This design comes from an exercise in tuning for small area, a short achievable clock period and few clock cycles per item on the open sky130 flow, not from production work. Function was checked by simulation only, so behaviour that the tests miss may differ from the original. Power is estimated from default activity; no workload was simulated.

==> design/flow/design.v <==
module sfn_mont (
    input  wire        clk,
    input  wire        rst,
    input  wire        go,
    input  wire        short,
    input  wire        a_r,
    input  wire        b_r,
    input  wire [30:0] a_in,
    input  wire [30:0] b_in,
    input  wire [30:0] q,
    input  wire [32:0] q3,       
    input  wire [3:0]  qp,       
    output wire        rv,
    output wire [30:0] r
);
    reg [30:0] A;
    reg [31:0] B;        
    reg [31:0] Sh, Ch;
    reg [3:0]  tl;       
    reg [2:0]  tc;       
    reg [3:0]  cnt;
    reg        act, rvr;
    assign rv = rvr;
    function [3:0] mtab(input [6:0] i);
        case (i)
        7'd0: mtab = 4'd0;
        7'd1: mtab = 4'd1;
        7'd2: mtab = 4'd2;
        7'd3: mtab = 4'd3;
        7'd4: mtab = 4'd4;
        7'd5: mtab = 4'd5;
        7'd6: mtab = 4'd6;
        7'd7: mtab = 4'd7;
        7'd8: mtab = 4'd8;
        7'd9: mtab = 4'd9;
        7'd10: mtab = 4'd10;
        7'd11: mtab = 4'd11;
        7'd12: mtab = 4'd12;
        7'd13: mtab = 4'd13;
        7'd14: mtab = 4'd14;
        7'd15: mtab = 4'd15;
        7'd16: mtab = 4'd0;
        7'd17: mtab = 4'd3;
        7'd18: mtab = 4'd6;
        7'd19: mtab = 4'd9;
        7'd20: mtab = 4'd12;
        7'd21: mtab = 4'd15;
        7'd22: mtab = 4'd2;
        7'd23: mtab = 4'd5;
        7'd24: mtab = 4'd8;
        7'd25: mtab = 4'd11;
        7'd26: mtab = 4'd14;
        7'd27: mtab = 4'd1;
        7'd28: mtab = 4'd4;
        7'd29: mtab = 4'd7;
        7'd30: mtab = 4'd10;
        7'd31: mtab = 4'd13;
        7'd32: mtab = 4'd0;
        7'd33: mtab = 4'd5;
        7'd34: mtab = 4'd10;
        7'd35: mtab = 4'd15;
        7'd36: mtab = 4'd4;
        7'd37: mtab = 4'd9;
        7'd38: mtab = 4'd14;
        7'd39: mtab = 4'd3;
        7'd40: mtab = 4'd8;
        7'd41: mtab = 4'd13;
        7'd42: mtab = 4'd2;
        7'd43: mtab = 4'd7;
        7'd44: mtab = 4'd12;
        7'd45: mtab = 4'd1;
        7'd46: mtab = 4'd6;
        7'd47: mtab = 4'd11;
        7'd48: mtab = 4'd0;
        7'd49: mtab = 4'd7;
        7'd50: mtab = 4'd14;
        7'd51: mtab = 4'd5;
        7'd52: mtab = 4'd12;
        7'd53: mtab = 4'd3;
        7'd54: mtab = 4'd10;
        7'd55: mtab = 4'd1;
        7'd56: mtab = 4'd8;
        7'd57: mtab = 4'd15;
        7'd58: mtab = 4'd6;
        7'd59: mtab = 4'd13;
        7'd60: mtab = 4'd4;
        7'd61: mtab = 4'd11;
        7'd62: mtab = 4'd2;
        7'd63: mtab = 4'd9;
        7'd64: mtab = 4'd0;
        7'd65: mtab = 4'd9;
        7'd66: mtab = 4'd2;
        7'd67: mtab = 4'd11;
        7'd68: mtab = 4'd4;
        7'd69: mtab = 4'd13;
        7'd70: mtab = 4'd6;
        7'd71: mtab = 4'd15;
        7'd72: mtab = 4'd8;
        7'd73: mtab = 4'd1;
        7'd74: mtab = 4'd10;
        7'd75: mtab = 4'd3;
        7'd76: mtab = 4'd12;
        7'd77: mtab = 4'd5;
        7'd78: mtab = 4'd14;
        7'd79: mtab = 4'd7;
        7'd80: mtab = 4'd0;
        7'd81: mtab = 4'd11;
        7'd82: mtab = 4'd6;
        7'd83: mtab = 4'd1;
        7'd84: mtab = 4'd12;
        7'd85: mtab = 4'd7;
        7'd86: mtab = 4'd2;
        7'd87: mtab = 4'd13;
        7'd88: mtab = 4'd8;
        7'd89: mtab = 4'd3;
        7'd90: mtab = 4'd14;
        7'd91: mtab = 4'd9;
        7'd92: mtab = 4'd4;
        7'd93: mtab = 4'd15;
        7'd94: mtab = 4'd10;
        7'd95: mtab = 4'd5;
        7'd96: mtab = 4'd0;
        7'd97: mtab = 4'd13;
        7'd98: mtab = 4'd10;
        7'd99: mtab = 4'd7;
        7'd100: mtab = 4'd4;
        7'd101: mtab = 4'd1;
        7'd102: mtab = 4'd14;
        7'd103: mtab = 4'd11;
        7'd104: mtab = 4'd8;
        7'd105: mtab = 4'd5;
        7'd106: mtab = 4'd2;
        7'd107: mtab = 4'd15;
        7'd108: mtab = 4'd12;
        7'd109: mtab = 4'd9;
        7'd110: mtab = 4'd6;
        7'd111: mtab = 4'd3;
        7'd112: mtab = 4'd0;
        7'd113: mtab = 4'd15;
        7'd114: mtab = 4'd14;
        7'd115: mtab = 4'd13;
        7'd116: mtab = 4'd12;
        7'd117: mtab = 4'd11;
        7'd118: mtab = 4'd10;
        7'd119: mtab = 4'd9;
        7'd120: mtab = 4'd8;
        7'd121: mtab = 4'd7;
        7'd122: mtab = 4'd6;
        7'd123: mtab = 4'd5;
        7'd124: mtab = 4'd4;
        7'd125: mtab = 4'd3;
        7'd126: mtab = 4'd2;
        7'd127: mtab = 4'd1;
        default: mtab = 4'd0;
        endcase
    endfunction
    function [1:0] ltab(input [6:0] i);
        case (i)
        7'd0: ltab = 2'd0;
        7'd1: ltab = 2'd1;
        7'd2: ltab = 2'd1;
        7'd3: ltab = 2'd1;
        7'd4: ltab = 2'd1;
        7'd5: ltab = 2'd1;
        7'd6: ltab = 2'd1;
        7'd7: ltab = 2'd1;
        7'd8: ltab = 2'd1;
        7'd9: ltab = 2'd1;
        7'd10: ltab = 2'd1;
        7'd11: ltab = 2'd1;
        7'd12: ltab = 2'd1;
        7'd13: ltab = 2'd1;
        7'd14: ltab = 2'd1;
        7'd15: ltab = 2'd1;
        7'd16: ltab = 2'd0;
        7'd17: ltab = 2'd1;
        7'd18: ltab = 2'd1;
        7'd19: ltab = 2'd1;
        7'd20: ltab = 2'd1;
        7'd21: ltab = 2'd1;
        7'd22: ltab = 2'd1;
        7'd23: ltab = 2'd1;
        7'd24: ltab = 2'd1;
        7'd25: ltab = 2'd1;
        7'd26: ltab = 2'd1;
        7'd27: ltab = 2'd2;
        7'd28: ltab = 2'd1;
        7'd29: ltab = 2'd1;
        7'd30: ltab = 2'd2;
        7'd31: ltab = 2'd2;
        7'd32: ltab = 2'd0;
        7'd33: ltab = 2'd1;
        7'd34: ltab = 2'd1;
        7'd35: ltab = 2'd1;
        7'd36: ltab = 2'd1;
        7'd37: ltab = 2'd2;
        7'd38: ltab = 2'd1;
        7'd39: ltab = 2'd1;
        7'd40: ltab = 2'd1;
        7'd41: ltab = 2'd2;
        7'd42: ltab = 2'd2;
        7'd43: ltab = 2'd1;
        7'd44: ltab = 2'd1;
        7'd45: ltab = 2'd2;
        7'd46: ltab = 2'd2;
        7'd47: ltab = 2'd2;
        7'd48: ltab = 2'd0;
        7'd49: ltab = 2'd1;
        7'd50: ltab = 2'd1;
        7'd51: ltab = 2'd1;
        7'd52: ltab = 2'd1;
        7'd53: ltab = 2'd1;
        7'd54: ltab = 2'd2;
        7'd55: ltab = 2'd1;
        7'd56: ltab = 2'd1;
        7'd57: ltab = 2'd1;
        7'd58: ltab = 2'd2;
        7'd59: ltab = 2'd1;
        7'd60: ltab = 2'd1;
        7'd61: ltab = 2'd2;
        7'd62: ltab = 2'd2;
        7'd63: ltab = 2'd2;
        7'd64: ltab = 2'd0;
        7'd65: ltab = 2'd1;
        7'd66: ltab = 2'd1;
        7'd67: ltab = 2'd1;
        7'd68: ltab = 2'd1;
        7'd69: ltab = 2'd1;
        7'd70: ltab = 2'd1;
        7'd71: ltab = 2'd1;
        7'd72: ltab = 2'd1;
        7'd73: ltab = 2'd2;
        7'd74: ltab = 2'd1;
        7'd75: ltab = 2'd2;
        7'd76: ltab = 2'd1;
        7'd77: ltab = 2'd2;
        7'd78: ltab = 2'd1;
        7'd79: ltab = 2'd2;
        7'd80: ltab = 2'd0;
        7'd81: ltab = 2'd1;
        7'd82: ltab = 2'd1;
        7'd83: ltab = 2'd1;
        7'd84: ltab = 2'd1;
        7'd85: ltab = 2'd1;
        7'd86: ltab = 2'd1;
        7'd87: ltab = 2'd1;
        7'd88: ltab = 2'd1;
        7'd89: ltab = 2'd2;
        7'd90: ltab = 2'd1;
        7'd91: ltab = 2'd1;
        7'd92: ltab = 2'd1;
        7'd93: ltab = 2'd2;
        7'd94: ltab = 2'd2;
        7'd95: ltab = 2'd1;
        7'd96: ltab = 2'd0;
        7'd97: ltab = 2'd1;
        7'd98: ltab = 2'd1;
        7'd99: ltab = 2'd1;
        7'd100: ltab = 2'd1;
        7'd101: ltab = 2'd1;
        7'd102: ltab = 2'd1;
        7'd103: ltab = 2'd2;
        7'd104: ltab = 2'd1;
        7'd105: ltab = 2'd1;
        7'd106: ltab = 2'd2;
        7'd107: ltab = 2'd2;
        7'd108: ltab = 2'd1;
        7'd109: ltab = 2'd2;
        7'd110: ltab = 2'd2;
        7'd111: ltab = 2'd2;
        7'd112: ltab = 2'd0;
        7'd113: ltab = 2'd1;
        7'd114: ltab = 2'd1;
        7'd115: ltab = 2'd1;
        7'd116: ltab = 2'd1;
        7'd117: ltab = 2'd2;
        7'd118: ltab = 2'd2;
        7'd119: ltab = 2'd2;
        7'd120: ltab = 2'd1;
        7'd121: ltab = 2'd2;
        7'd122: ltab = 2'd2;
        7'd123: ltab = 2'd2;
        7'd124: ltab = 2'd1;
        7'd125: ltab = 2'd2;
        7'd126: ltab = 2'd2;
        7'd127: ltab = 2'd2;
        default: ltab = 2'd0;
        endcase
    endfunction
    function [35:0] sel4(input [1:0] s, input [35:0] x1, input [35:0] x3);
        case (s)
        2'd0:    sel4 = 36'd0;
        2'd1:    sel4 = x1;
        2'd2:    sel4 = {x1[34:0], 1'b0};
        default: sel4 = x3;
        endcase
    endfunction
    function [35:0] csx(input [35:0] a, input [35:0] b, input [35:0] c);
        csx = a ^ b ^ c;
    endfunction
    function [35:0] csc(input [35:0] a, input [35:0] b, input [35:0] c);
        csc = {(a[34:0] & b[34:0]) | (a[34:0] & c[34:0]) | (b[34:0] & c[34:0]), 1'b0};
    endfunction
    wire [35:0] v0 = {Sh, tl}, v1 = {Ch, tc, 1'b0};
    wire [35:0] nq  = ~{5'd0, q};
    wire [35:0] rs = v0 + v1;                           
    wire [35:0] bx = csx(v0, v1, nq), bc = csc(v0, v1, nq) | 36'd1;
    wire [35:0] rm = bx + bc;                           
    wire        use_s = rm[35];
    assign r = use_s ? rs[30:0] : rm[30:0];
    wire [30:0] an  = a_r ? r  : a_in;
    wire [31:0] bn  = short ? 32'd1 : (b_r ? rs[31:0] : {1'b0, b_in});
    wire [4:0]  tt  = {1'b0, tl} + {1'b0, tc, 1'b0};
    wire [3:0]  t   = tt[3:0];
    wire        co  = tt[4];
    wire [3:0]  m   = mtab({qp[3:1], t});
    wire [1:0]  lc  = ltab({q[3:1], t});
    wire [35:0] Qw  = {5'd0, q}, Q3w = {3'd0, q3};
    wire [35:0] pm0 = sel4(m[1:0], Qw, Q3w);
    wire [35:0] pm1s = sel4(m[3:2], Qw, Q3w);
    wire [35:0] pm1 = {pm1s[33:0], 2'b00};
    wire [35:0] Aw  = {5'd0, A};
    wire [35:0] p0  = Aw & {36{B[0]}};
    wire [35:0] p1  = {Aw[34:0], 1'b0} & {36{B[1]}};
    wire [35:0] p2  = {Aw[33:0], 2'b0} & {36{B[2]}};
    wire [35:0] p3  = {Aw[32:0], 3'b0} & {36{B[3]}};
    wire [35:0] e0  = {4'd0, Sh}, e1 = {4'd0, Ch};
    wire [35:0] f0  = {4'd0, pm0[35:4]}, f1 = {4'd0, pm1[35:4]};
    wire [35:0] k1x = csx(e0, e1, p0),    k1c = csc(e0, e1, p0) | {35'd0, co};
    wire [35:0] k2x = csx(p1, p2, p3),    k2c = csc(p1, p2, p3);
    wire [35:0] k3x = csx(k1x, k1c, k2x), k3c = csc(k1x, k1c, k2x);
    wire [35:0] k4x = csx(k3x, k3c, k2c), k4c = csc(k3x, k3c, k2c);
    wire [35:0] k4d = k4c | {35'd0, lc[0] | lc[1]};
    wire [35:0] k5x = csx(k4x, k4d, f0),  k5c = csc(k4x, k4d, f0) | {35'd0, lc[1]};
    wire [35:0] X   = csx(k5x, k5c, f1),  Y   = csc(k5x, k5c, f1);
    always @(posedge clk) begin
        if (rst) begin
            act <= 1'b0;
            rvr <= 1'b0;
        end else if (go) begin
            A   <= an;
            B   <= bn;
            Sh  <= 32'd0;
            Ch  <= 32'd0;
            tl  <= 4'd0;
            tc  <= 3'd0;
            cnt <= short ? 4'd5 : 4'd9;
            act <= 1'b1;
            rvr <= 1'b0;
        end else if (act) begin
            Sh  <= X[35:4];
            Ch  <= Y[35:4];
            tl  <= X[3:0];
            tc  <= Y[3:1];
            B   <= {4'd0, B[31:4]};
            cnt <= cnt - 4'd1;
            if (cnt == 4'd1) begin
                act <= 1'b0;
                rvr <= 1'b1;
            end
        end
    end
endmodule
module sfn_fau (
    input  wire        clk,
    input  wire        rst,       
    input  wire        start,     
    input  wire [7:0]  opc,
    input  wire [30:0] q,         
    input  wire [31:0] a0,
    input  wire [31:0] a1,
    input  wire [31:0] b0,
    input  wire [31:0] b1,
    output wire        ready,
    output reg         done,
    output reg  [3:0]  err,
    output wire [30:0] res0,
    output wire [30:0] res1
);
    localparam [7:0] OP_FADD  = 8'h10, OP_FSUB  = 8'h11, OP_FMUL   = 8'h12,
                     OP_FINV  = 8'h13, OP_FSQRT = 8'h14,
                     OP_F2ADD = 8'h20, OP_F2SUB = 8'h21, OP_F2MUL  = 8'h22,
                     OP_F2INV = 8'h23, OP_F2SQRT= 8'h24, OP_F2NEG  = 8'h25;
    localparam [3:0] E_NOTINV = 4'd2, E_UNSUPMOD = 4'd3, E_NONCANON = 4'd4,
                     E_NOTSQ  = 4'd5, E_ILLEGAL  = 4'd6;
    localparam [5:0]
        S_IDLE = 6'd0,  S_CHK  = 6'd1,  S_F2B  = 6'd2,
        S_FM1  = 6'd3,  S_FM2  = 6'd4,  S_FM3  = 6'd5,
        S_KM1  = 6'd6,  S_KM2  = 6'd7,  S_KM3  = 6'd8,  S_KM4  = 6'd9,
        S_KM5  = 6'd10, S_KM6  = 6'd11, S_KM7  = 6'd12, S_KM8  = 6'd13,
        S_KM9  = 6'd14,
        S_I1   = 6'd15, S_I2   = 6'd16, S_I3   = 6'd17, S_I4   = 6'd18,
        S_I5   = 6'd19, S_I6   = 6'd20, S_I7   = 6'd21, S_I8   = 6'd22,
        S_GW   = 6'd23, S_GR   = 6'd24,
        S_SQ0  = 6'd25, S_POW  = 6'd26, S_SQ1  = 6'd27, S_SQ2  = 6'd28,
        S_R5   = 6'd29, S_R6   = 6'd30, S_R7   = 6'd31, S_R8   = 6'd32,
        S_R8B  = 6'd33, S_R8C  = 6'd34, S_R9   = 6'd35, S_R10  = 6'd36;
    reg [5:0]  st, pret, gret;
    reg        rdy;
    reg [7:0]  op;
    reg [30:0] qr;
    reg [32:0] q3r;
    reg [3:0]  qpr;
    reg [31:0] x0, x1, x2, x3;
    reg [4:0]  tbr;              
    assign ready = rdy;
    assign res0  = x0[30:0];
    assign res1  = x1[30:0];
    wire [30:0] w0 = x0[30:0], w1 = x1[30:0], w2 = x2[30:0], w3 = x3[30:0];
    function [3:0] qpf(input [3:0] qq);
        case (qq[3:1])
        3'd0: qpf = 4'd15;   
        3'd1: qpf = 4'd5;    
        3'd2: qpf = 4'd3;    
        3'd3: qpf = 4'd9;    
        3'd4: qpf = 4'd7;    
        3'd5: qpf = 4'd13;   
        3'd6: qpf = 4'd11;   
        default: qpf = 4'd1;  
        endcase
    endfunction
    function [4:0] topbit(input [31:0] x);    
        integer i;
        begin
            topbit = 5'd0;
            for (i = 0; i < 32; i = i + 1)
                if (x[i]) topbit = i[4:0];
        end
    endfunction
    wire [31:0] qp1 = {1'b0, qr} + 32'd1;     
    wire is_fp1  = (op == OP_FADD) || (op == OP_FSUB) || (op == OP_FMUL) ||
                   (op == OP_FINV) || (op == OP_FSQRT);
    wire is_fp2  = (op == OP_F2ADD) || (op == OP_F2SUB) || (op == OP_F2MUL) ||
                   (op == OP_F2INV) || (op == OP_F2SQRT) || (op == OP_F2NEG);
    wire two_op  = (op == OP_FADD) || (op == OP_FSUB) || (op == OP_FMUL) ||
                   (op == OP_F2ADD) || (op == OP_F2SUB) || (op == OP_F2MUL);
    wire need_q3 = is_fp2 || (op == OP_FSQRT);
    wire [31:0] qw = {1'b0, qr};
    wire noncanon = (x0 >= qw) || (two_op && (x2 >= qw)) ||
                    (is_fp2 && (x1 >= qw)) || (is_fp2 && two_op && (x3 >= qw));
    wire chk_ill = !is_fp1 && !is_fp2;
    wire chk_uns = need_q3 && (qr[1:0] != 2'b11);
    wire x0z = (x0 == 32'd0);
    wire x1z = (x1 == 32'd0);
    wire x2z = (x2 == 32'd0);
    reg         mgo, mshort, ma_r, mb_r;
    reg  [2:0]  ma_sel, mb_sel;   
    wire        mrv;
    wire [30:0] mr;
    reg  [30:0] u, v;
    reg  [30:0] ma_in, mb_in;
    always @* begin
        case (ma_sel)
        3'd0:    ma_in = w0;
        3'd1:    ma_in = w1;
        3'd2:    ma_in = w2;
        3'd3:    ma_in = w3;
        default: ma_in = u;
        endcase
        case (mb_sel)
        3'd0:    mb_in = w0;
        3'd1:    mb_in = w1;
        3'd2:    mb_in = w2;
        3'd3:    mb_in = w3;
        default: mb_in = u;
        endcase
    end
    sfn_mont u_mul (
        .clk(clk), .rst(rst), .go(mgo), .short(mshort), .a_r(ma_r), .b_r(mb_r),
        .a_in(ma_in), .b_in(mb_in), .q(qr), .q3(q3r), .qp(qpr),
        .rv(mrv), .r(mr)
    );
    reg  [2:0]  al_t;             
    reg  [1:0]  al_o;
    reg  [1:0]  al_s;             
    reg  [1:0]  al_k;
    reg  [30:0] aT, aO;
    always @* begin
        case (al_t)
        3'd0:    aT = w0;
        3'd1:    aT = w1;
        3'd2:    aT = w2;
        3'd3:    aT = w3;
        default: aT = 31'd0;
        endcase
        case (al_o)
        2'd0:    aO = w0;
        2'd1:    aO = w1;
        2'd2:    aO = w2;
        default: aO = w3;
        endcase
    end
    wire        a_pl = (al_s == 2'd1);
    wire        a_mi = (al_s == 2'd2);
    wire [1:0]  vlo  = aT[1:0] + (a_pl ? aO[1:0] : 2'd0) - (a_mi ? aO[1:0] : 2'd0);
    wire [1:0]  vq   = vlo * qr[1:0];
    wire [1:0]  cneg = 2'd0 - vq;
    wire [1:0]  c0   = (al_k == 2'd0) ? 2'd0 : (al_k == 2'd1) ? {1'b0, cneg[0]} : cneg;
    wire [35:0] aTw  = {5'd0, aT};
    wire [35:0] aOw  = a_pl ? {5'd0, aO} : a_mi ? ~{5'd0, aO} : 36'd0;
    wire [35:0] c0q  = (c0 == 2'd0) ? 36'd0 : (c0 == 2'd1) ? {5'd0, qr} :
                       (c0 == 2'd2) ? {4'd0, qr, 1'b0} : {3'd0, q3r};
    wire [35:0] kq   = (al_k == 2'd0) ? {5'd0, qr} : (al_k == 2'd1) ? {4'd0, qr, 1'b0} : {3'd0, qr, 2'b0};
    wire [35:0] kqs  = a_mi ? kq : ~kq;         
    wire [35:0] n0   = aTw + aOw + c0q + {35'd0, a_mi};
    wire [35:0] n1   = aTw + aOw + c0q + kqs + 36'd1;
    wire        usen1 = a_mi ? n0[35] : (a_pl ? ~n1[35] : 1'b0);
    wire [35:0] nsel = usen1 ? n1 : n0;
    wire [30:0] alu  = (al_k == 2'd0) ? nsel[30:0] : (al_k == 2'd1) ? nsel[31:1] : nsel[32:2];
    localparam [1:0] G_OFF = 2'd0, G_DIV = 2'd1, G_JAC = 2'd2, G_DBL = 2'd3;
    reg  [1:0]  gm;
    reg         jt, jo;           
    reg         cv, ct, cs;       
    reg  [1:0]  ck;
    reg  [5:0]  gcnt;
    reg         gsel;             
    wire        u1 = (u == 31'd1), v1 = (v == 31'd1), uz = (u == 31'd0);
    wire        gstop = u1 || v1 || uz;
    wire [31:0] duv = {1'b0, u} - {1'b0, v};
    wire [31:0] dvu = {1'b0, v} - {1'b0, u};
    wire        ue = ~u[0], ve = ~v[0];
    wire [1:0]  ku = u[1] ? 2'd1 : 2'd2;
    wire [1:0]  kv = v[1] ? 2'd1 : 2'd2;
    wire [1:0]  kd = (u[1] ^ v[1]) ? 2'd1 : 2'd2;
    wire        v35 = (v[2:0] == 3'd3) || (v[2:0] == 3'd5);
    wire        u35 = (u[2:0] == 3'd3) || (u[2:0] == 3'd5);
    wire        uv33 = u[1] & v[1];
    wire        ugt = ~duv[31];
    wire [31:0] dsh = ugt ? duv : dvu;
    wire [30:0] dres = (kd == 2'd1) ? dsh[31:1] : {1'b0, dsh[31:2]};
    wire [32:0] d1 = {1'b0, u, 1'b0} - {2'b0, qr};
    wire [30:0] u2 = d1[32] ? {u[29:0], 1'b0} : d1[30:0];
    wire [32:0] d2 = {1'b0, u2, 1'b0} - {2'b0, qr};
    wire [30:0] u4 = d2[32] ? {u2[29:0], 1'b0} : d2[30:0];
    wire        dbl_done = (gm == G_DBL) && (gcnt == 6'd0);
    wire        jdone = (gm == G_JAC) && gstop;
    wire        jsq   = uz || !jt;
    wire [4:0]  qtop = topbit({1'b0, qr});                   
    wire [6:0]  ndbl = 7'd64 - {2'b0, qtop};                 
    wire [30:0] dbl0 = ndbl[0] ? (31'd1 << (qtop - 5'd1)) : (31'd1 << qtop);
    wire [5:0]  dcyc = ndbl[6:1] + {5'd0, ndbl[0]};
    reg         g_div, g_jac, g_dbl;      
    reg         g_off;
    reg  [1:0]  g_src;                    
    reg  [4:0]  pi;
    reg         psq, ebit, pbase, prib;
    reg  [1:0]  jact;                     
    wire [4:0]  pim1 = pi - 5'd1;
    wire [4:0]  tbm1 = tbr - 5'd1;
    wire [31:0] esh  = qp1 >> 2;
    reg         p_start;                  
    reg         p_b;                      
    reg  [5:0]  p_ret;
    reg  [1:0]  p_jact;
    reg  [5:0]  nst;
    reg         d_done;
    reg  [3:0]  d_err;
    reg  [2:0]  wx0, wx1, wx2, wx3;       
    reg         set_gret;
    reg  [5:0]  n_gret;
    always @* begin
        nst = st; d_done = 1'b0; d_err = 4'd0;
        wx0 = 3'd0; wx1 = 3'd0; wx2 = 3'd0; wx3 = 3'd0;
        mgo = 1'b0; mshort = 1'b0; ma_r = 1'b0; mb_r = 1'b0; ma_sel = 3'd0; mb_sel = 3'd0;
        al_t = 3'd0; al_o = 2'd0; al_s = 2'd0; al_k = 2'd0;
        g_div = 1'b0; g_jac = 1'b0; g_dbl = 1'b0; g_off = 1'b0; g_src = 2'd0;
        p_start = 1'b0; p_b = 1'b0; p_ret = S_IDLE; p_jact = 2'd0;
        set_gret = 1'b0; n_gret = S_IDLE;
        if (gm == G_DIV && cv) begin
            al_t = ct ? 3'd3 : 3'd2;
            al_o = ct ? 2'd2 : 2'd3;
            al_s = cs ? 2'd2 : 2'd0;
            al_k = ck;
            if (ct) wx3 = 3'd1; else wx2 = 3'd1;
        end
        case (st)
        S_IDLE: ;
        S_CHK: begin
            if (chk_ill) begin
                d_err = E_ILLEGAL; d_done = 1'b1; nst = S_IDLE;
            end else if (chk_uns) begin
                d_err = E_UNSUPMOD; d_done = 1'b1; nst = S_IDLE;
            end else if (noncanon) begin
                d_err = E_NONCANON; d_done = 1'b1; nst = S_IDLE;
            end else begin
                case (op)
                OP_FADD, OP_F2ADD: begin
                    al_t = 3'd0; al_o = 2'd2; al_s = 2'd1; wx0 = 3'd1;
                    if (op == OP_FADD) begin d_done = 1'b1; nst = S_IDLE; end
                    else nst = S_F2B;
                end
                OP_FSUB, OP_F2SUB: begin
                    al_t = 3'd0; al_o = 2'd2; al_s = 2'd2; wx0 = 3'd1;
                    if (op == OP_FSUB) begin d_done = 1'b1; nst = S_IDLE; end
                    else nst = S_F2B;
                end
                OP_F2NEG: begin
                    al_t = 3'd4; al_o = 2'd0; al_s = 2'd2; wx0 = 3'd1; nst = S_F2B;
                end
                OP_FMUL: begin
                    mgo = 1'b1; ma_sel = 3'd0; mb_sel = 3'd2; g_dbl = 1'b1; nst = S_FM1;
                end
                OP_F2MUL: begin
                    mgo = 1'b1; ma_sel = 3'd0; mb_sel = 3'd2; g_dbl = 1'b1;
                    al_t = 3'd0; al_o = 2'd1; al_s = 2'd1; wx0 = 3'd1;     
                    nst = S_KM1;
                end
                OP_FINV: begin
                    if (x0z) begin
                        d_err = E_NOTINV; d_done = 1'b1; nst = S_IDLE;
                    end else begin
                        g_div = 1'b1; g_src = 2'd0; wx2 = 3'd4; wx3 = 3'd3;
                        set_gret = 1'b1; n_gret = S_GR; nst = S_GW;
                    end
                end
                OP_F2INV: begin
                    mgo = 1'b1; ma_sel = 3'd0; mb_sel = 3'd0; nst = S_I1;
                end
                OP_F2SQRT: begin
                    if (x1z) nst = S_SQ0;
                    else begin
                        mgo = 1'b1; ma_sel = 3'd0; mb_sel = 3'd0; nst = S_I1;
                    end
                end
                default: nst = S_SQ0;    
                endcase
            end
        end
        S_F2B: begin
            al_t = (op == OP_F2NEG) ? 3'd4 : 3'd1;
            al_o = (op == OP_F2NEG) ? 2'd1 : 2'd3;
            al_s = (op == OP_F2ADD) ? 2'd1 : 2'd2;
            wx1 = 3'd1; d_done = 1'b1; nst = S_IDLE;
        end
        S_FM1: if (mrv) begin wx0 = 3'd2; nst = S_FM2; end
        S_FM2: if (dbl_done) begin
            mgo = 1'b1; ma_sel = 3'd0; mb_sel = 3'd4; nst = S_FM3;
        end
        S_FM3: if (mrv) begin wx0 = 3'd2; d_done = 1'b1; nst = S_IDLE; end
        S_KM1: begin al_t = 3'd2; al_o = 2'd3; al_s = 2'd1; wx2 = 3'd1; nst = S_KM2; end   
        S_KM2: if (mrv) begin
            mgo = 1'b1; ma_sel = 3'd1; mb_sel = 3'd3; wx1 = 3'd2; nst = S_KM3;              
        end
        S_KM3: if (mrv) begin
            mgo = 1'b1; ma_sel = 3'd0; mb_sel = 3'd2; wx3 = 3'd2; nst = S_KM4;              
        end
        S_KM4: begin al_t = 3'd1; al_o = 2'd3; al_s = 2'd2; wx0 = 3'd1; nst = S_KM5; end   
        S_KM5: begin al_t = 3'd1; al_o = 2'd3; al_s = 2'd1; wx2 = 3'd1; nst = S_KM6; end   
        S_KM6: if (mrv && dbl_done) begin
            mgo = 1'b1; ma_sel = 3'd0; mb_sel = 3'd4; wx1 = 3'd2; nst = S_KM7;              
        end
        S_KM7: begin al_t = 3'd1; al_o = 2'd2; al_s = 2'd2; wx1 = 3'd1; nst = S_KM8; end   
        S_KM8: if (mrv) begin
            mgo = 1'b1; ma_sel = 3'd1; mb_sel = 3'd4; wx0 = 3'd2; nst = S_KM9;
        end
        S_KM9: if (mrv) begin wx1 = 3'd2; d_done = 1'b1; nst = S_IDLE; end
        S_I1: if (mrv) begin
            mgo = 1'b1; ma_sel = 3'd1; mb_sel = 3'd1; wx2 = 3'd2; nst = S_I2;
        end
        S_I2: if (mrv) begin wx3 = 3'd2; nst = S_I3; end
        S_I3: begin al_t = 3'd2; al_o = 2'd3; al_s = 2'd1; wx2 = 3'd1; nst = S_I4; end
        S_I4: begin
            if (op == OP_F2INV) begin
                if (x2z) begin
                    d_err = E_NOTINV; d_done = 1'b1; nst = S_IDLE;
                end else begin
                    g_div = 1'b1; g_src = 2'd1; wx2 = 3'd4; wx3 = 3'd3;
                    set_gret = 1'b1; n_gret = S_I5; nst = S_GW;
                end
            end else begin
                g_jac = 1'b1; g_src = 2'd1;
                p_start = 1'b1; p_b = 1'b1; p_ret = S_R5; p_jact = 2'd1;
            end
        end
        S_I5: begin
            mgo = 1'b1; ma_sel = 3'd0; mb_sel = gsel ? 3'd3 : 3'd2; nst = S_I6;
        end
        S_I6: if (mrv) begin
            mgo = 1'b1; ma_sel = 3'd1; mb_sel = gsel ? 3'd3 : 3'd2; wx0 = 3'd2; nst = S_I7;
        end
        S_I7: if (mrv) begin wx1 = 3'd2; nst = S_I8; end
        S_I8: begin al_t = 3'd4; al_o = 2'd1; al_s = 2'd2; wx1 = 3'd1; d_done = 1'b1; nst = S_IDLE; end
        S_GW: if (gstop) nst = gret;
        S_GR: begin
            al_t = gsel ? 3'd3 : 3'd2; wx0 = 3'd1; d_done = 1'b1; nst = S_IDLE;
        end
        S_SQ0: begin
            g_jac = 1'b1; g_src = 2'd0;
            p_start = 1'b1; p_b = 1'b0; p_ret = S_SQ1;
            p_jact = (op == OP_FSQRT) ? 2'd1 : 2'd0;
        end
        S_SQ1: begin
            mgo = 1'b1; mshort = 1'b1; ma_r = !prib; ma_sel = 3'd0; nst = S_SQ2;
        end
        S_SQ2: if (mrv && (gm != G_JAC || jdone)) begin
            if (op == OP_FSQRT) begin
                if (jsq) wx0 = 3'd2; else d_err = E_NOTSQ;
            end else begin
                if (jsq) begin wx0 = 3'd2; wx1 = 3'd3; end
                else      begin wx0 = 3'd3; wx1 = 3'd2; end
            end
            d_done = 1'b1; nst = S_IDLE;
        end
        S_POW: begin
            if (jdone && !jsq && jact == 2'd1) begin
                d_err = E_NOTSQ; d_done = 1'b1; nst = S_IDLE;
            end else if (jdone && !jsq && jact == 2'd2) begin
                nst = S_R8;
            end else if (mrv) begin
                if (psq && ebit) begin
                    mgo = 1'b1; ma_r = 1'b1; mb_sel = pbase ? 3'd2 : 3'd0;
                end else if (pi != 5'd0) begin
                    mgo = 1'b1; ma_r = 1'b1; mb_r = 1'b1;
                end else
                    nst = pret;
            end
        end
        S_R5: if (gm != G_JAC || jdone) begin
            if (!jsq) begin
                d_err = E_NOTSQ; d_done = 1'b1; nst = S_IDLE;
            end else begin
                if (prib) begin al_t = 3'd2; wx3 = 3'd1; end else wx3 = 3'd2;        
                nst = S_R6;
            end
        end
        S_R6: begin al_t = 3'd3; al_o = 2'd0; al_s = 2'd2; al_k = 2'd1; wx2 = 3'd1; nst = S_R7; end
        S_R7: begin
            g_jac = 1'b1; g_src = 2'd1;
            p_start = 1'b1; p_b = 1'b1; p_ret = S_R9; p_jact = 2'd2;
        end
        S_R8: begin g_off = 1'b1; al_t = 3'd0; al_o = 2'd3; al_s = 2'd1; wx2 = 3'd1; nst = S_R8B; end   
        S_R8B: begin al_t = 3'd4; al_o = 2'd2; al_s = 2'd2; al_k = 2'd1; wx2 = 3'd1; nst = S_R8C; end
        S_R8C: begin p_start = 1'b1; p_b = 1'b1; p_ret = S_R9; p_jact = 2'd0; end
        S_R9: begin
            if (gm == G_JAC && !jdone) ;                  
            else if (gm == G_JAC && !jsq) nst = S_R8;
            else begin
                mgo = 1'b1; mshort = 1'b1; ma_r = !prib; ma_sel = 3'd2;
                al_t = 3'd1; al_s = 2'd0; al_k = 2'd1; wx2 = 3'd1;                        
                nst = S_R10;
            end
        end
        S_R10: if (mrv) begin
            wx1 = 3'd2; wx3 = 3'd3; g_div = 1'b1; g_src = 2'd2;
            set_gret = 1'b1; n_gret = S_GR; nst = S_GW;
        end
        default: nst = S_IDLE;
        endcase
        if (p_start) begin
            if (tbr != 5'd0) begin
                mgo = 1'b1; ma_sel = p_b ? 3'd2 : 3'd0; mb_sel = p_b ? 3'd2 : 3'd0;
                nst = S_POW;
            end else
                nst = p_ret;
        end
    end
    function [31:0] wsel(input [2:0] s, input [31:0] old, input [30:0] a, input [30:0] m);
        case (s)
        3'd1:    wsel = {1'b0, a};
        3'd2:    wsel = {1'b0, m};
        3'd3:    wsel = 32'd0;
        3'd4:    wsel = 32'd1;
        default: wsel = old;
        endcase
    endfunction
    always @(posedge clk) begin
        if (rst) begin
            st   <= S_IDLE;
            rdy  <= 1'b1;
            done <= 1'b0;
            gm   <= G_OFF;
            cv   <= 1'b0;
        end else begin
            done <= d_done;
            if (d_done) err <= d_err;
            if (st == S_IDLE) begin
                if (start) begin
                    op  <= opc; qr <= q; qpr <= qpf(q[3:0]);
                    x0  <= a0; x1 <= a1; x2 <= b0; x3 <= b1;
                    rdy <= 1'b0;
                    st  <= S_CHK;
                end
            end else begin
                st  <= nst;
                if (d_done) rdy <= 1'b1;
                x0 <= wsel(wx0, x0, alu, mr);
                x1 <= wsel(wx1, x1, alu, mr);
                x2 <= wsel(wx2, x2, alu, mr);
                x3 <= wsel(wx3, x3, alu, mr);
            end
            if (st == S_CHK) begin
                q3r <= {2'b00, qr} + {1'b0, qr, 1'b0};
                tbr <= topbit(qp1) - 5'd2;
            end
            if (set_gret) gret <= n_gret;
            if (p_start) begin
                pbase <= p_b;
                jact  <= p_jact;
                pret  <= p_ret;
                prib  <= (tbr == 5'd0);
                pi    <= tbm1;
                ebit  <= esh[tbm1];
                psq   <= 1'b1;
            end else if (st == S_POW && mrv && !(jdone && !jsq && jact != 2'd0)) begin
                if (psq && ebit)
                    psq <= 1'b0;
                else if (pi != 5'd0) begin
                    pi   <= pim1;
                    ebit <= esh[pim1];
                    psq  <= 1'b1;
                end
            end
            if (g_div || g_jac) begin
                gm <= g_div ? G_DIV : G_JAC;
                u  <= (g_src == 2'd0) ? w0 : (g_src == 2'd1) ? w2 : mr;
                v  <= qr;
                jt <= 1'b0; jo <= 1'b0; cv <= 1'b0;
            end else if (g_off) begin
                gm   <= G_OFF;
            end else if (g_dbl) begin
                gm   <= G_DBL;
                u    <= dbl0;
                gcnt <= dcyc;
            end else if (gm == G_DBL) begin
                if (gcnt != 6'd0) begin
                    u    <= u4;
                    gcnt <= gcnt - 6'd1;
                end
            end else if (gm == G_DIV || gm == G_JAC) begin
                if (gstop) begin
                    cv   <= 1'b0;
                    gsel <= !u1;
                end else begin
                    cv <= (gm == G_DIV);
                    if (ue) begin
                        u  <= (ku == 2'd1) ? u >> 1 : u >> 2;
                        ct <= 1'b0; cs <= 1'b0; ck <= ku;
                        if (ku == 2'd1 && v35) jt <= ~jt;
                    end else if (ve) begin
                        v  <= (kv == 2'd1) ? v >> 1 : v >> 2;
                        ct <= 1'b1; cs <= 1'b0; ck <= kv;
                        if (kv == 2'd1 && u35) jt <= ~jt;
                    end else if (ugt) begin
                        u  <= dres;
                        ct <= 1'b0; cs <= 1'b1; ck <= kd;
                        jo <= 1'b0;
                        jt <= jt ^ (jo & uv33) ^ ((kd == 2'd1) & v35);
                    end else begin
                        v  <= dres;
                        ct <= 1'b1; cs <= 1'b1; ck <= kd;
                        jo <= 1'b1;
                        jt <= jt ^ (~jo & uv33) ^ ((kd == 2'd1) & u35);
                    end
                end
            end
        end
    end
endmodule
==> design/flow/run.sh <==
#!/bin/bash
# synth_recipe.tcl (not shown) runs the flow's synth.tcl, then flattens the netlist and writes it again
# the make line also repeats each setting of config.mk as NAME=value (left out here)
make -C /OpenROAD-flow-scripts/flow DESIGN_CONFIG=/design/flow/config.mk WORK_HOME=/design/flow/orfs CLKGATE_MAP_FILE= SYNTH_SCRIPT=/design/flow/synth_recipe.tcl finish
==> design/flow/config.mk <==
export PLATFORM = sky130hd
export DESIGN_NAME = sfn_fau
export DESIGN_NICKNAME = sfn_fau
export VERILOG_FILES = /design/flow/design.v
export SDC_FILE = /design/flow/constraint.sdc
export NUM_CORES = 8
export LEC_CHECK = 0
export CAP_MARGIN = 20
export CORE_MARGIN = 2
export CORE_UTILIZATION = 35
export SLEW_MARGIN = 20
==> design/flow/constraint.sdc <==
create_clock -name core_clock -period 11.0 [get_ports {clk}]
set_input_delay 2.2000 -clock core_clock [delete_from_list [all_inputs] [get_ports {clk}]]
set_output_delay 2.2000 -clock core_clock [all_outputs]
set_load 0.01 [all_outputs]
==> tab_implementation.tex <==
\begin{tabular}{lr}
\hline
Metric & Value \\
\hline
\multicolumn{2}{l}{\textbf{Place}} \\
\quad Pre-CTS WS & -1.680 ns \\
\quad HPWL after detailed placement & between 200000 and 300000 um \\
\quad DP Area & 69540 sq um \\
\quad Routability cong. & 1.080 \\
\quad Input/output buffers & between 200 and 250 \\
\multicolumn{2}{l}{\textbf{Drt}} \\
\quad Number of vias per cell & 6.181 \\
\quad WL final & 327500 um \\
\quad Met2 WL post-DR & between 100000 and 150000 um \\
\quad Post-route DRC & 0 \\
\quad DRT antenna net count & 0 \\
\quad Routed vias & 62966 \\
\quad Met3 wirelength from detailed routing & between 30000 and 40000 um \\
\quad Routed length per instance & between 30 and 40 um \\
\quad First-pass iteration count of the detailed router & 9 \\
\quad WL met1 & 128400 um \\
\quad Top routing layer in use & met5 \\
\quad Number of design-rule violations left by the first detailed-router iteration & $\sim$8300 \\
\multicolumn{2}{l}{\textbf{Global route}} \\
\quad Total global routing overflow & 0 \\
\quad Number of global-route vias before repair & 59401 \\
\quad Wire length of the first global-routing pass & between 400000 and 500000 um \\
\quad Global-route usage over all layers & 37.31\% \\
\quad Largest net degree at the start of global routing & between 80 and 90 \\
\quad Antenna violations before repair & 43 \\
\multicolumn{2}{l}{\textbf{Worst setup path}} \\
\quad Largest stage delay, worst path & roughly 0.52 ns \\
\quad Top cell by count, worst path & a21oi\_2 \\
\quad Setup slack of the most critical reg-to-reg path & -0.79 ns \\
\quad Largest fanout of any net on the critical path & 8 \\
\quad Sort of element at the start of the critical path & flip-flop \\
\quad Critical setup path kind & reg2reg \\
\quad Crit. Startpoint & x3[30]\$\_DFFE\_PP\_ \\
\quad CP Data Arrival Time & between 10 and 15 ns \\
\quad Startpoint of the lowest-slack register-to-register path & x3[30]\$\_DFFE\_PP\_ \\
\quad Slowest stage cell on the critical path & edfxtp\_1 \\
\quad Worst R2R Path Depth & 53 \\
\quad Endpoint of the lowest-slack register-to-register path & x1[4]\$\_DFFE\_PP\_ \\
\quad Data required, critical path & $\sim$11 ns \\
\quad CP Capture Point & x1[4]\$\_DFFE\_PP\_ \\
\quad CP Capture Type & flip-flop \\
\multicolumn{2}{l}{\textbf{Floorplanning}} \\
\quad Effective utilization at floorplan & around a third \\
\quad Total number of placement rows & 150 \\
\quad Boundary Pins & 238 \\
\quad Die span in y & 413.0 um \\
\quad Area of the core & $\sim$170000 sq um \\
\quad Die outline area & around 170000 sq um \\
\quad Die Span X & between 400 and 500 um \\
\multicolumn{2}{l}{\textbf{Clock tree}} \\
\quad CTS H-tree depth & 2 \\
\quad Clock latency on the worst-skew pair & 0.73 ns \\
\quad Number of buffers created by CTS & slightly below 60 \\
\quad Total number of clock tree sinks & 455 \\
\quad Clk Tree Root Cell & clkbuf\_16 \\
\quad Post-CTS clock slew at the launch and capture registers of the worst setup and hold paths & 0.07 ns \\
\quad TritonCTS clock tree & yes \\
\quad Count of hold-fix buffers inserted at cts & 0 \\
\quad Max Buffers Root-to-Sink & 3 \\
\multicolumn{2}{l}{\textbf{Timing}} \\
\quad Max\_slew headroom & between 9 and 10\% \\
\quad Setup violators final & roughly 120 \\
\quad Max-slew violations & 0 \\
\quad Setup repair after global routing missed its margin & true \\
\quad Final-report hold violation count & 0 \\
\quad Achievable clock frequency & 0.08481 GHz \\
\quad Worst-margin pin slew & 1.352 ns \\
\quad Final clock skew & roughly 0.055 ns \\
\quad Final critical delay including setup and external delays & 11.79 ns \\
\quad Part of the cycle the worst path needs & 107.2\% \\
\quad Hold Worst Slack & between 0.4 and 0.5 ns \\
\quad Setup TNS after final layout & -80.16 ns \\
\quad Final critical-path setup slack & -0.7904 ns \\
\multicolumn{2}{l}{\textbf{Logic synthesis}} \\
\quad Synthesized Nets & $\sim$8000 \\
\quad Top flip-flop cell by instance count after synthesis & edfxtp\_1 \\
\quad Post-synthesis async set-or-reset flop share & 0\% \\
\quad Most common cell in the netlist & nand2\_1 \\
\quad Netlist cell types & $\sim$100 \\
\quad Number of synthesized register bits & approximately 460 \\
\quad Post-synthesis instance area & roughly 59000 sq um \\
\quad Top cell type's share of synthesized area & a little under a quarter \\
\quad Number of flops mapped to enable cells by yosys & 442 \\
\quad Cell count after synthesis & between 7000 and 8000 \\
\quad Mean instance size in the synthesized netlist & a little over 8 sq um \\
\quad Count of yosys warnings during synthesis & 2 \\
\quad Share of synthesized area occupied by flip-flops and latches & a little under a quarter \\
\quad Largest cells by area after synthesis & edfxtp\_1 (23\%), ha\_1 (10\%), fa\_1 (8.5\%) \\
\quad Cell type contributing the most total cell area after synthesis & edfxtp\_1 \\
\quad Commonest cells post-synth & nand2\_1 (693), nor2\_1 (605), a21oi\_1 (557) \\
\multicolumn{2}{l}{\textbf{Layout}} \\
\quad Area delta synth->final & 26.25\% \\
\quad Count of nets after finishing & a little under 9000 \\
\quad Area used by sequential logic in the layout & $\sim$14000 sq um \\
\quad Summed area of non-filler cells in the final layout & approximately 74000 sq um \\
\quad Footprint of the multi-input gates & 43290 sq um \\
\quad End-of-flow core utilization & 44.36\% \\
\quad Fraction of final layout cells with drive strength greater than 1 & 18.81\% \\
\quad Fill cells & between 15000 and 20000 \\
\multicolumn{2}{l}{\textbf{Pwr}} \\
\quad Static leakage power & between 30 and 40 nW \\
\quad Clock network power share & under 10\% \\
\quad Share of total power in combinational logic & $\sim$80\% \\
\quad Pwr dens & approximately 340 nW/um\^{}2 \\
\quad Cell-internal power & $\sim$12 mW \\
\quad P\_sw & 12.81 mW \\
\quad Switching Share & roughly half \\
\quad Sequential cell fraction of total power & about 12\% \\
\quad Maximum resistive drop on vdd & 0.6937 mV \\
\multicolumn{2}{l}{\textbf{Min path}} \\
\quad Hold Path Class & reg2reg \\
\multicolumn{2}{l}{\textbf{Flow run}} \\
\quad MaxCap Viol Count & 0 \\
\multicolumn{2}{l}{\textbf{Status}} \\
\quad Result of the run & finished with violations \\
\quad Checks that blocked a clean result & negative setup slack \\
\hline
\end{tabular}
flip-flops by register name, summed over array words and instances, names as in the netlist, 6 cells and up:
name / count
q3r: 33
u_mul.B: 32
u_mul.Ch: 32
x0: 32
x1: 32
x2: 32
x3: 32
qr: 31
u: 31
u_mul.A: 31
u_mul.Sh: 31
v: 31
op: 8
gcnt: 6
st: 6
through the flow:
stage	power, mW	instances
6_report	24.90	10187
5_1_grt	25.93	10166
4_1_cts	22.89	10126
3_5_place_dp	20.08	9994
3_3_place_gp	20.00	9993
2_1_floorplan	11.93	7073
worst max-delay path: cells and delay by family, from the launching register on:
family	cells	cell delay, ns
xor+xnor	3	0.60
fa+ha+maj	6	1.86
buf+inv	10	1.54
compound gates	24	4.79
flops	1	0.52
mux	3	0.46
simple gates	7	1.64
per-layer routing:
layer	global-route usage (%)	up-vias
li1	-	27288
met4	25.57	30
met3	11.48	898
met1	48.23	30725
met5	0	-
met2	52.88	4025
layout by cell type, fill, tap and decap left out, drive strengths merged, types with 100 or more instances in the layout:
master         instances
xnor2                236
buf                 1001
ha                   470
o221ai               100
a21oi                561
clkdlybuf4s50        236
mux2i                308
o21ai                420
inv                  546
a211oi               124
nand3                124
nor3                 116
edfxtp               442
fa                   250
nand2                693
nor2                 606
and2                 193
cells by family after synthesis:
logic type | synth area share, %
muxes | 6.233
other | 0.006404
buffers and inverters | 6.985
adders and majority gates | 18.61
AOI/OAI and AO/OA | 22.76
xor gates and xnor gates | 4.989
DFF | 23.11
and+or+nand+nor | 17.31
worst min-delay path by stage:
stage	start	endpoint	cells after the start
finish	rdy$_SDFFE_PP1P_	rdy$_SDFFE_PP1P_	1
global route	rdy$_SDFFE_PP1P_	rdy$_SDFFE_PP1P_	1
CTS	u_mul.act$_SDFF_PP0_	u_mul.act$_SDFF_PP0_	2
detailed placement	rdy$_SDFFE_PP1P_	rdy$_SDFFE_PP1P_	1
global placement	rdy$_SDFFE_PP1P_	rdy$_SDFFE_PP1P_	1
floorplan	u_mul.act$_SDFF_PP0_	u_mul.act$_SDFF_PP0_	2
power by group through the flow:
stage / Combinational, mW / Clock [mW] / Sequential (mW)
floorplan: 9.02 / 0 / 2.91
global placement: 17.0 / 0 / 2.99
detailed placement: 17.1 / 0 / 2.98
CTS: 17.9 / 2.03 / 2.95
global route: 20.9 / 2.08 / 2.99
finish: 19.8 / 2.03 / 3.03
repair_timing:
item                       CTS  global route
cloned                       3             1
buffers inserted            29            36
setup endpoints to repair  124           124
hold endpoints to repair     0             0
pin swaps                   49            83
gates resized for setup    122           238
layout make-up:
class,count,share of cell area (%)
multi-input cells,5606,58.56
flip-flops and latches,455,18.31
repair buffers,1238,13.91
well taps,2204,3.730
inverters,549,2.874
clock buffers,68,2.043
clock inverters,41,0.4891
diodes,26,0.08801
Testbench counts, summed over its fixed seeds: cycles 111,279, ops 1,600.

==> afterwards: timing with drivers on the ports <==
Ports are ideal in the flow. The routed layout listed here was re-timed in OpenROAD.
Step 1 assumes that a clkbuf_16 drives the clock port and a buf_2 every other input.
Step 2 adds t to the input delays and takes it off the output delays; t is the mean of the earliest and latest rising clock arrival at the registers after step 1. Input paths then give back, and output paths get back, about the clock's delay inside the block.
a / b / c = ideal ports / drivers / drivers and shift; a / b = the first two.
t (ns): 0.792
setup WS [ns]: -0.790 / -0.790 / -0.790
worst data-port slew with drivers (ns): 0.21
The setup slack of this run moves by 0.000 ns with the drivers and by 0.000 ns with both steps.
